This design comes from an exercise in tuning for small area on the open sky130 flow, not from production work. Only simulation tests tie the RTL to the original design; equivalence was not proved. No driver is modelled on the clock port, so clocking that relies on it looks cheaper here than on a real chip.

## pe_core
module pe_core (
    input  wire         clk,
    input  wire         rst,
    input  wire         start,
    input  wire [7:0]   len,
    output wire         busy,
    output wire         done,
    output wire [127:0] out_chars,
    output wire         in_req,
    output wire [7:0]   in_idx,
    input  wire [7:0]   in_data,
    input  wire         in_ack
);
    reg [3:0]   stage;
    reg [7:0]   j;
    reg [2:0]   bc;
    reg [7:0]   len_q;
    reg [15:0]  h;
    reg [127:0] r;
    reg         keep_q, cy_q;
    wire busy_q  = ~stage[3] | (~stage[2] & ~(stage[1] & stage[0]));
    wire done_q  = stage[3] & stage[1] & stage[0];
    wire st_map  = stage[3] & stage[1];           
    wire st_hash = stage[0];
    wire st_mix  = ~stage[0] & ~st_map;
    wire rd      = busy_q & st_mix & (j < len_q);
    wire en      = busy_q & ~(rd & ~in_ack);
    wire r0      = r[0];
    wire clr     = (stage == 4'd0) & (j[7:4] == 4'd0);
    wire mix_bit = (r0 & ~clr) ^ (rd & in_data[bc]);
    wire crc     = st_hash & ~j[4];
    wire win     = st_hash & j[4] & (j[3:1] == ~j[7:5]);
    wire fb      = (h[0] ^ r0) & crc;
    wire h_in    = clr ? (~j[0] & ~bc[1] & ~bc[0]) : (h[0] ^ (crc & r0));
    wire keep_c  = r[6] & (r[4:0] != 5'd0) & (r[4:0] <= 5'd26);
    wire keep    = (bc == 3'd0) ? keep_c : keep_q;
    wire cin     = (bc == 3'd0) ? 1'b1 : cy_q;
    wire rep_bit = bc[2] ? ((bc[1:0] == 2'd0) ? cin : (bc[1:0] != 2'd3)) : (r[4] ^ cin);
    wire map_bit = keep ? (r0 & (bc != 3'd7)) : rep_bit;
    wire nb      = st_map ? map_bit : win ? h[8] : st_mix ? mix_bit : r0;
    always @(posedge clk) begin
        keep_q <= keep;
        cy_q   <= r[4] & cin;
    end
    wire [11:0] cnt_inc = {1'b0, j, bc} + {11'd0, en};
    always @(posedge clk) begin
        {j, bc} <= busy_q ? cnt_inc[10:0] : 11'd0;
        if (rst)
            stage <= 4'd12;
        else if (!busy_q)
            stage <= start ? 4'd0 : stage;
        else
            stage <= stage + {3'd0, cnt_inc[11]};
    end
    always @(posedge clk) begin
  ...
Size: roughly 160 I/O pins, roughly 6600 sq um of cells after synthesis.
Settings: LEC_CHECK=0, CAP_MARGIN=20, CORE_MARGIN=2, CORE_UTILIZATION=40, SLEW_MARGIN=20; clock period 10.0 ns.
standard.sh (not shown) runs the stock make flow with config.mk's settings and CLKGATE_MAP_FILE= SYNTH_SCRIPT=/design/flow/synth_recipe.tcl, a recipe that flattens the netlist after the stock synthesis.
==> flow/flow/run.sh <==
#!/bin/bash
# Layout flow: the standard synthesis and ORFS layout (standard.sh), with
#  - the combinational logic of the standard netlist re-mapped for area by
#    flow/resyn.sh (Yosys + ABC); every flip-flop instance is kept as the
#    standard synthesis made it (name, cell type and connections);
#  - port buffers of the smallest buffer cell;
#  - a clock tree of clkbuf_8 without dummy loads, whose buffers
#    flow/post_cts.tcl then shrinks as far as the clock-pin slew allows.
# Each tool's output goes to a log file of its own in this folder (and ORFS's
# step logs under orfs/logs).
set -euo pipefail
R=orfs/results/sky130hd/pe_core/base
LIB=$FLOW_HOME/platforms/sky130hd/lib/sky130_fd_sc_hd__tt_025C_1v80.lib
YOSYS=$(command -v yosys || echo "$FLOW_HOME/../tools/install/yosys/bin/yosys")
export BUFFER_PORTS_ARGS="-buffer_cell sky130_fd_sc_hd__buf_1"
export CTS_ARGS="-sink_clustering_enable -repair_clock_nets -dont_use_dummy_load -buf_list sky130_fd_sc_hd__clkbuf_8"
export POST_CTS_TCL="$PWD/flow/post_cts.tcl"
ARGS=("BUFFER_PORTS_ARGS=$BUFFER_PORTS_ARGS" "CTS_ARGS=$CTS_ARGS" "POST_CTS_TCL=$POST_CTS_TCL")

bash standard.sh "${ARGS[@]}" synth > standard_synth.log 2>&1
cp $R/1_2_yosys.v standard_netlist.v
bash flow/resyn.sh "$PWD/standard_netlist.v" "$PWD/resyn_netlist.v" "$LIB" "$PWD/resyn" "$YOSYS"
cp resyn_netlist.v $R/1_2_yosys.v
rm -f $R/1_synth.odb $R/1_synth.sdc
bash standard.sh "${ARGS[@]}" finish > standard_flow.log 2>&1
==> flow/flow/post_cts.tcl <==
# Runs at the end of ORFS's CTS step (POST_CTS_TCL): shrink each leaf clock buffer
# to the smallest clkbuf whose flip-flop clock pins still see a slew under the limit
# (estimated from placement); the leaves first, then the root buffer.
proc clk_worst_slew {} {
  set ws 0
  foreach p [get_pins -hierarchical */CLK] {
    set s [get_property $p slew_max]
    if {$s > $ws} {set ws $s}
  }
  return $ws
}
set limit 0.120
set sizes {sky130_fd_sc_hd__clkbuf_1 sky130_fd_sc_hd__clkbuf_2 sky130_fd_sc_hd__clkbuf_4}
estimate_parasitics -placement
puts "post_cts: worst clock-pin slew before [clk_worst_slew]"
set bufs {}
set roots {}
foreach inst [[ord::get_db_block] getInsts] {
  set name [$inst getName]
  if {![string match "clkbuf_*_clk" $name]} continue
  if {[string match "clkbuf_0_*" $name]} { lappend roots $name } else { lappend bufs $name }
}
foreach name [concat $bufs $roots] {
  set orig [get_property [get_cells $name] ref_name]
  foreach sz $sizes {
    replace_cell [get_cells $name] [get_lib_cells */$sz]
    estimate_parasitics -placement
    if {[clk_worst_slew] <= $limit} { puts "post_cts: $name $orig -> $sz"; break }
    replace_cell [get_cells $name] [get_lib_cells */$orig]
    estimate_parasitics -placement
  }
}
estimate_parasitics -placement
puts "post_cts: worst clock-pin slew after [clk_worst_slew]"
report_worst_slack -min
report_worst_slack -max
==> flow/flow/resyn.sh <==
#!/bin/bash
# Re-map the combinational logic of a synthesized netlist for area, keeping every
# flip-flop instance (name, cell type, connections) as it is.
#   resyn.sh IN.v OUT.v LIB WORKDIR YOSYS
set -euo pipefail
IN=$1; OUT=$2; LIB=$3; W=$4; YOSYS=$5
HERE=$(cd "$(dirname "$0")" && pwd)
mkdir -p "$W"
python3 "$HERE/mkcells.py" "$LIB" "$IN" "$W/cells.v" "$W/seq.v"
cat > "$W/resyn.abc" <<'EOF'
strash
dch -f
amap
mfs2
strash
dch -f
map -a
mfs2
strash
dch -f
map -a
topo
EOF
printf 'set_driving_cell sky130_fd_sc_hd__buf_1\nset_load 5\n' > "$W/abc.constr"
cat > "$W/resyn.ys" <<EOF
read_verilog -lib $W/seq.v
read_verilog $W/cells.v
read_verilog $IN
hierarchy -top pe_core
flatten
opt_clean -purge
techmap
opt -fast
abc -script $W/resyn.abc -liberty $LIB -dont_use *probe* -dont_use *lpflow* -constr $W/abc.constr
opt_clean -purge
splitnets
opt_clean -purge
hilomap -singleton -hicell sky130_fd_sc_hd__conb_1 HI -locell sky130_fd_sc_hd__conb_1 LO
insbuf -buf sky130_fd_sc_hd__buf_4 A X
tee -o $W/resyn_stat.txt stat -liberty $LIB
write_verilog -noattr -nohex -nodec $OUT
EOF
"$YOSYS" -s "$W/resyn.ys" > "$W/resyn_yosys.log" 2>&1
Other scripts of this flow, unchanged in this note and not shown: flow/flow/mkcells.py
The starting point passed the timing, DRC and antenna checks.
Then changed:
--- a/flow/flow/post_cts.tcl
+++ b/flow/flow/post_cts.tcl
@@ -10,5 +10,5 @@
   return $ws
 }
-set limit 0.120
+set limit 0.127
 set sizes {sky130_fd_sc_hd__clkbuf_1 sky130_fd_sc_hd__clkbuf_2 sky130_fd_sc_hd__clkbuf_4}
 estimate_parasitics -placement
--- a/flow/flow/resyn.sh
+++ b/flow/flow/resyn.sh
@@ -10,8 +10,12 @@
 cat > "$W/resyn.abc" <<'EOF'
 strash
+&get -n
+&deepsyn -T 20
+&put
 dch -f
 amap
 mfs2
 strash
+dc2
 dch -f
 map -a
Settings changed: CORE_UTILIZATION 40 to 55.
Outcome: Area after synthesis came out lower by 0.55%. Global-route usage increases by 3.0 points. Setup slack improves by 0.21 ns. Via count fell by 1.9%. Wire length drops by about 9%. Clock-buffer cell count does not change. Register-to-register slack gains 0.66 ns.

what the ideal ports hide:
Ports are ideal in the flow. The routed layouts listed here were re-timed in OpenROAD. Step 1 sets driving cells, clkbuf_16 on the clock port and buf_2 on the other inputs (assumed; they add their load-dependent delay and slew). Step 2 adds t to the input delays and takes it off the output delays; t is the mean of the earliest and latest rising clock arrival at the registers after step 1. Input paths then give back, and output paths get back, about the clock's delay inside the block. a / b / c = ideal ports / drivers / drivers and shift; a / b = the first two.
run | shift t [ns] | setup WS [ns] | worst setup path after step 2 | slew at the worst register clock pin (ns)
the first run | 0.572 | 5.572 / 5.581 / 5.010 | input to register | 0.11 / 0.11
the second run | 0.566 | 5.785 / 5.751 / 5.784 | input to register | 0.12 / 0.12
After both steps every run listed still meets setup and hold. For the first run, which loses most, drivers alone change the setup slack by +0.009 ns; drivers and shift together by -0.562 ns.
